From an optimization exercise on the open Yosys and OpenROAD flow, aimed at small area, a short achievable clock period and few clock cycles per item; shortcuts taken in it are not production practice. RTL that was checked went through simulation tests only; none was proved equivalent to the original. Power is estimated from default activity; no workload was simulated.

## pixel_packer
module pixel_packer #(
    parameter OUTBUF_BYTES = 128
) (
    input  wire        clk,
    input  wire        rst,           
    input  wire        req_valid,
    output wire        req_ready,
    input  wire        req_sp,        
    input  wire        req_we,        
    input  wire [29:0] req_addr,
    input  wire [31:0] req_wdata,
    output reg         resp_valid,
    output reg  [31:0] resp_rdata,
    output wire        irq
);
==> flow/config.mk <==
export PLATFORM = sky130hd
export DESIGN_NAME = pixel_packer
export DESIGN_NICKNAME = pixel_packer
export VERILOG_FILES = /design/flow/design.v
export SDC_FILE = /design/flow/constraint.sdc
export NUM_CORES = 4
export LEC_CHECK = 0
export ABC_CLOCK_PERIOD_IN_PS = 3000
export CAP_MARGIN = 20
export CORE_MARGIN = 2
export CORE_UTILIZATION = 40
export SETUP_SLACK_MARGIN = 5
export SLEW_MARGIN = 20
==> flow/constraint.sdc <==
create_clock -name core_clock -period 12.0 [get_ports {clk}]
set_input_delay 2.4000 -clock core_clock [delete_from_list [all_inputs] [get_ports {clk}]]
set_output_delay 2.4000 -clock core_clock [all_outputs]
set_load 0.01 [all_outputs]
run.sh (not shown) runs the stock make flow with config.mk's settings and CLKGATE_MAP_FILE= SYNTH_SCRIPT=/design/flow/synth_recipe.tcl, a recipe that flattens the netlist after the stock synthesis.
The starting point passed the timing, design-rule and antenna checks.
Next try:
==> flow/flow/run.sh (new file) <==
#!/bin/bash
# The standard layout (the standard.sh: ORFS synthesis to finish),
# with repair_timing asked for 8 ns of setup slack at the design's 12 ns
# clock, so that the resizer keeps working on paths well below the period.
set -e
export SETUP_SLACK_MARGIN=8
bash standard.sh > standard.log 2>&1
==> flow/standard.sh (new file) <==
#!/bin/bash
# synth_recipe.tcl (not shown) runs the flow's synth.tcl, then flattens the netlist and writes it again
# the make line also repeats each setting of config.mk as NAME=value (left out here)
make -C /OpenROAD-flow-scripts/flow DESIGN_CONFIG=/design/flow/config.mk WORK_HOME=/design/flow/orfs CLKGATE_MAP_FILE= SYNTH_SCRIPT=/design/flow/synth_recipe.tcl "${@:-finish}"
--- a/flow/config.mk
+++ b/flow/config.mk
@@ -12 +11,0 @@
-export SETUP_SLACK_MARGIN = 5
removed: flow/run.sh
What happened:
- The new run passed the timing, design-rule and antenna checks
- worst setup slack improves by 740 ps
- critical path depth shrinks by 6
- via count is higher by 0.62%
- synthesized area does not change
- non-clock buffer count rose by 12
- die area is unchanged
- clock skew drops by 50 ps
- wire length is higher by 1.3%
Function was not checked in any run of this note: the RTL went through the layout flow alone.


v11:
pixel_packer, a different RTL version from the one above (not shown whole).
For scale: ~100 I/O pins, about 0.059 mm^2 of cells after synthesis.
clock: 12.0 ns
lec_check: 0
abc_clock_period_in_ps: 3000
cap_margin: 20
core_margin: 2
core_utilization: 65
cts_cluster_diameter: 80
cts_cluster_size: 20
slew_margin: 20
standard.sh (not shown) runs the stock make flow with config.mk's settings and CLKGATE_MAP_FILE= SYNTH_SCRIPT=/design/flow/synth_recipe.tcl, a recipe that flattens the netlist after the stock synthesis.
==> flow/flow/run.sh <==
#!/bin/bash
# The standard layout (the standard.sh: ORFS synthesis to finish), with
# two changes to how it is made:
# - repair_timing is asked for extra setup slack at the design's 12 ns
#   clock, so that the resizer keeps working on paths well below the period;
# - every input and output port still gets its buffer from buffer_ports, but
#   a buf_2 rather than the small delay cell it picks by default.
set -e
export SETUP_SLACK_MARGIN=8.5
export BUFFER_PORTS_ARGS="-buffer_cell sky130_fd_sc_hd__buf_2"
bash standard.sh > standard.log 2>&1
No stage failed in v11, and the final checks on the layout all came back clean.
Testbench counts of v11, summed over its fixed seeds: cycles 22,353, pixels 14,924.
The inputs of v34 differ from those of v11 as listed below.
# v11
export LEC_CHECK = 0
export ABC_CLOCK_PERIOD_IN_PS = 3000
export CAP_MARGIN = 20
export CORE_MARGIN = 2
export CORE_UTILIZATION = 65
export CTS_CLUSTER_DIAMETER = 80
export CTS_CLUSTER_SIZE = 20
export SLEW_MARGIN = 20
create_clock -name core_clock -period 12.0 [get_ports {clk}]
# v34
export LEC_CHECK = 0
export ABC_CLOCK_PERIOD_IN_PS = 3000
export CAP_MARGIN = 20
export CORE_MARGIN = 2
export CORE_UTILIZATION = 40
export CTS_CLUSTER_DIAMETER = 80
export CTS_CLUSTER_SIZE = 20
export SLEW_MARGIN = 20
create_clock -name core_clock -period 12.0 [get_ports {clk}]
--- a/flow/flow/run.sh
+++ b/flow/flow/run.sh
@@ -6,6 +6,6 @@
 # - every input and output port still gets its buffer from buffer_ports, but
-#   a buf_2 rather than the small delay cell it picks by default.
+#   a buf_4 rather than the small delay cell it picks by default.
 set -e
-export SETUP_SLACK_MARGIN=8.5
-export BUFFER_PORTS_ARGS="-buffer_cell sky130_fd_sc_hd__buf_2"
+export SETUP_SLACK_MARGIN=9
+export BUFFER_PORTS_ARGS="-buffer_cell sky130_fd_sc_hd__buf_4"
 bash standard.sh > standard.log 2>&1
Summary of v34 over v11: estimated wirelength of the detail-placed design climbed 3.7 mm, combinational share of power climbed 0.4 points, final hold slack climbed 0.010 ns, combined flip-flop and latch cell area barely changed, non-clock buffering overhead in the final layout climbed 2.5 points. v34 ended with every stage complete and zero timing, DRC or antenna violations. The flow did not stop early for v11: all stages ran, and the layout cleared the timing, design-rule and antenna checks.
Edits applied to the flow inputs when going from v34 to v18:
# v34
export LEC_CHECK = 0
export ABC_CLOCK_PERIOD_IN_PS = 3000
export CAP_MARGIN = 20
export CORE_MARGIN = 2
export CORE_UTILIZATION = 40
export CTS_CLUSTER_DIAMETER = 80
export CTS_CLUSTER_SIZE = 20
export SLEW_MARGIN = 20
create_clock -name core_clock -period 12.0 [get_ports {clk}]
# v18
export LEC_CHECK = 0
export ABC_CLOCK_PERIOD_IN_PS = 3000
export CAP_MARGIN = 20
export CORE_MARGIN = 2
export CORE_UTILIZATION = 55
export CTS_CLUSTER_DIAMETER = 80
export CTS_CLUSTER_SIZE = 20
export SLEW_MARGIN = 20
create_clock -name core_clock -period 12.0 [get_ports {clk}]
--- a/flow/flow/run.sh
+++ b/flow/flow/run.sh
@@ -6,6 +6,6 @@
 # - every input and output port still gets its buffer from buffer_ports, but
-#   a buf_4 rather than the small delay cell it picks by default.
+#   a buf_2 rather than the small delay cell it picks by default.
 set -e
-export SETUP_SLACK_MARGIN=9
-export BUFFER_PORTS_ARGS="-buffer_cell sky130_fd_sc_hd__buf_4"
+export SETUP_SLACK_MARGIN=8.5
+export BUFFER_PORTS_ARGS="-buffer_cell sky130_fd_sc_hd__buf_2"
 bash standard.sh > standard.log 2>&1
Results
v34 → v18: non-clock buffer count moved down, worst slew margin relative to its limit moved down. From v34 to v18 the numbers moved as follows: fraction of area in clock buffers and inverters now smaller; average detailed-routed wire length per instance now larger; number of signal-net inverters in the final layout now smaller; final period utilization now smaller. On TritonCTS buffer count: between v34 and v18, it ends up higher for v34. Diff v34 and v18: final-stage net count higher in v34.
Here is what was changed in the inputs of v31 compared with v18.
# v18
export LEC_CHECK = 0
export ABC_CLOCK_PERIOD_IN_PS = 3000
export CAP_MARGIN = 20
export CORE_MARGIN = 2
export CORE_UTILIZATION = 55
export CTS_CLUSTER_DIAMETER = 80
export CTS_CLUSTER_SIZE = 20
export SLEW_MARGIN = 20
create_clock -name core_clock -period 12.0 [get_ports {clk}]
# v31
export LEC_CHECK = 0
export ABC_CLOCK_PERIOD_IN_PS = 3000
export CAP_MARGIN = 20
export CORE_MARGIN = 2
export CORE_UTILIZATION = 40
export CTS_CLUSTER_DIAMETER = 80
export CTS_CLUSTER_SIZE = 20
export SLEW_MARGIN = 20
create_clock -name core_clock -period 12.0 [get_ports {clk}]
--- a/flow/flow/run.sh
+++ b/flow/flow/run.sh
@@ -6,6 +6,6 @@
 # - every input and output port still gets its buffer from buffer_ports, but
-#   a buf_2 rather than the small delay cell it picks by default.
+#   a buf_4 rather than the small delay cell it picks by default.
 set -e
 export SETUP_SLACK_MARGIN=8.5
-export BUFFER_PORTS_ARGS="-buffer_cell sky130_fd_sc_hd__buf_2"
+export BUFFER_PORTS_ARGS="-buffer_cell sky130_fd_sc_hd__buf_4"
 bash standard.sh > standard.log 2>&1
[summary]
Worst slack on hold paths: v18 vs v31 — no meaningful difference
Cell count came out higher on v31 than on v18.
Compared with v18, in v31 fraction of power consumed by combinational cells stayed essentially flat; post-CTS resize count rose by 32%; via count rose by about 0.34%.
Relative to v18, global-route usage decreased by 11 points in v31.
v31 against v18: ratio of cells with drive above 1 in the final layout saw an increase; sequential share of layout area now sits lower; via count of the first global-routing pass now sits higher; count of flip-flops and latches shows no meaningful change.
Going from v18 to v31, the sequential cell fraction of total power was found to have gone down by 2.5 points.


## main
Another version of the RTL of pixel_packer (not shown whole).
Size in the first run: about 4800 cells after synthesis, about 1600 flip-flops, roughly 64000 µm² of cells after synthesis.
clock: 12.0 ns
lec_check: 0
abc_clock_period_in_ps: 3000
cap_margin: 20
core_margin: 2
core_utilization: 40
slew_margin: 20
==> flow/flow/run.sh <==
#!/bin/bash
# The standard layout (the standard.sh: ORFS synthesis to finish),
# with repair_timing asked for extra setup slack at the design's 12 ns
# clock, so that the resizer keeps working on paths well below the period.
set -e
export SETUP_SLACK_MARGIN=8.5
bash standard.sh > standard.log 2>&1
Edits applied to the flow inputs when going from main to the feature branch:
- a change of CORE_UTILIZATION from 40 to 60
==> comparison <==
- Number of antenna violations at the first check in global routing of the feature branch exceeds that of main by more than 10%.
- Routed length on met2 shrinks by a little under 10% when moving from main to the feature branch.
- Re global-route wire length before repair: the feature branch and main aren't equal, and the higher value belongs to main.
- STATUS power: the feature branch loses against main
- Looking at busiest layer in global routing, the met1 result is from the feature branch; the met2 one comes from main.
No functional check of the RTL was part of any run of this note.


== red ==
Another version of the RTL of pixel_packer (not shown whole).
Size in the first run: roughly 4300 cells after synthesis, ~100 I/O pins, roughly 0.058 mm2 of cells after synthesis.
export LEC_CHECK = 0
export ABC_CLOCK_PERIOD_IN_PS = 3000
export CAP_MARGIN = 20
export CORE_MARGIN = 2
export CORE_UTILIZATION = 55
export CTS_CLUSTER_DIAMETER = 80
export CTS_CLUSTER_SIZE = 20
export SLEW_MARGIN = 20
create_clock -name core_clock -period 12.0 [get_ports {clk}]
==> flow/flow/run.sh <==
#!/bin/bash
# The standard layout (the standard.sh: ORFS synthesis to finish), with
# two changes to how it is made:
# - repair_timing is asked for extra setup slack at the design's 12 ns
#   clock, so that the resizer keeps working on paths well below the period;
# - every input and output port still gets its buffer from buffer_ports, but
#   a buf_2 rather than the small delay cell it picks by default.
set -e
export SETUP_SLACK_MARGIN=8.3
export BUFFER_PORTS_ARGS="-buffer_cell sky130_fd_sc_hd__buf_2"
bash standard.sh > standard.log 2>&1
Testbench counts of red, summed over its fixed seeds: cycles 22,305, pixels 14,924.
The following lists how blue was set up differently from red:
-- flow/flow/run.sh --
<<< red, line 8
set -e
export SETUP_SLACK_MARGIN=8.3
export BUFFER_PORTS_ARGS="-buffer_cell sky130_fd_sc_hd__buf_2"
>>> blue, line 8
set -e
export SETUP_SLACK_MARGIN=8.5
export BUFFER_PORTS_ARGS="-buffer_cell sky130_fd_sc_hd__buf_2"
Results
The final reports for blue and red show largest net degree at the start of global routing lower in the former. Share of cell area taken by flip-flops and latches was higher in red than in blue. Compared to red, blue has share of total power in combinational logic 0.2 points higher. From red to blue the numbers moved as follows: routed wire length moved up; detailed-placement wirelength estimate moved up. Changes observed in blue relative to red: setup slack grew by 15 ps, total power grew by about 0.4%. When blue is set beside red, its core utilization turns out to be 1.5 points larger. For period utilization, red and blue come out practically identical.

[afterwards: timing with drivers on the ports]
No port has a modelled driver above. Below, the same layouts with a new extraction and two added sets of constraints.
Step 1: set_driving_cell puts a clkbuf_16 on clk and a buf_2 on each other input, an assumption about the parent block.
Step 2 moves the port delays by t, midway between the first and last clock arrival at a register: inputs arrive t later, outputs are due t later. That takes back most of the time a late clock gives input paths.
a / b / c = ideal ports / drivers / drivers and shift; a / b = the first two.
| run | shift t [ns] | slack for setup (ns) | worst setup path after step 2 | clock arrival spread, ns |
|---|---|---|---|---|
| the first run of note 1 | 0.854 | 7.324 / 7.324 / 6.614 | input to register | 0.089 / 0.088 |
| the second run of note 1 | 0.867 | 8.061 / 7.987 / 7.282 | input to register | 0.040 / 0.041 |
| v11 | 0.762 | 8.352 / 8.283 / 7.948 | input to register | 0.048 / 0.048 |
| v34 | 0.824 | 8.268 / 8.186 / 8.210 | input to register | 0.076 / 0.076 |
| v18 | 0.787 | 8.319 / 8.243 / 8.026 | input to register | 0.048 / 0.048 |
| v31 | 0.818 | 8.224 / 8.141 / 7.913 | input to register | 0.086 / 0.086 |
| main | 0.905 | 8.316 / 8.249 / 7.525 | input to register | 0.079 / 0.080 |
| the feature branch | 0.865 | 8.269 / 8.192 / 7.711 | input to register | 0.036 / 0.037 |
| red | 0.774 | 8.211 / 8.137 / 7.580 | input to register | 0.042 / 0.041 |
| blue | 0.789 | 8.226 / 8.226 / 7.856 | input to register | 0.055 / 0.054 |
After both steps setup and hold are still met in every run listed. The setup slack of main, which loses most, moves by -0.067 ns with the drivers and by -0.791 ns with both steps.
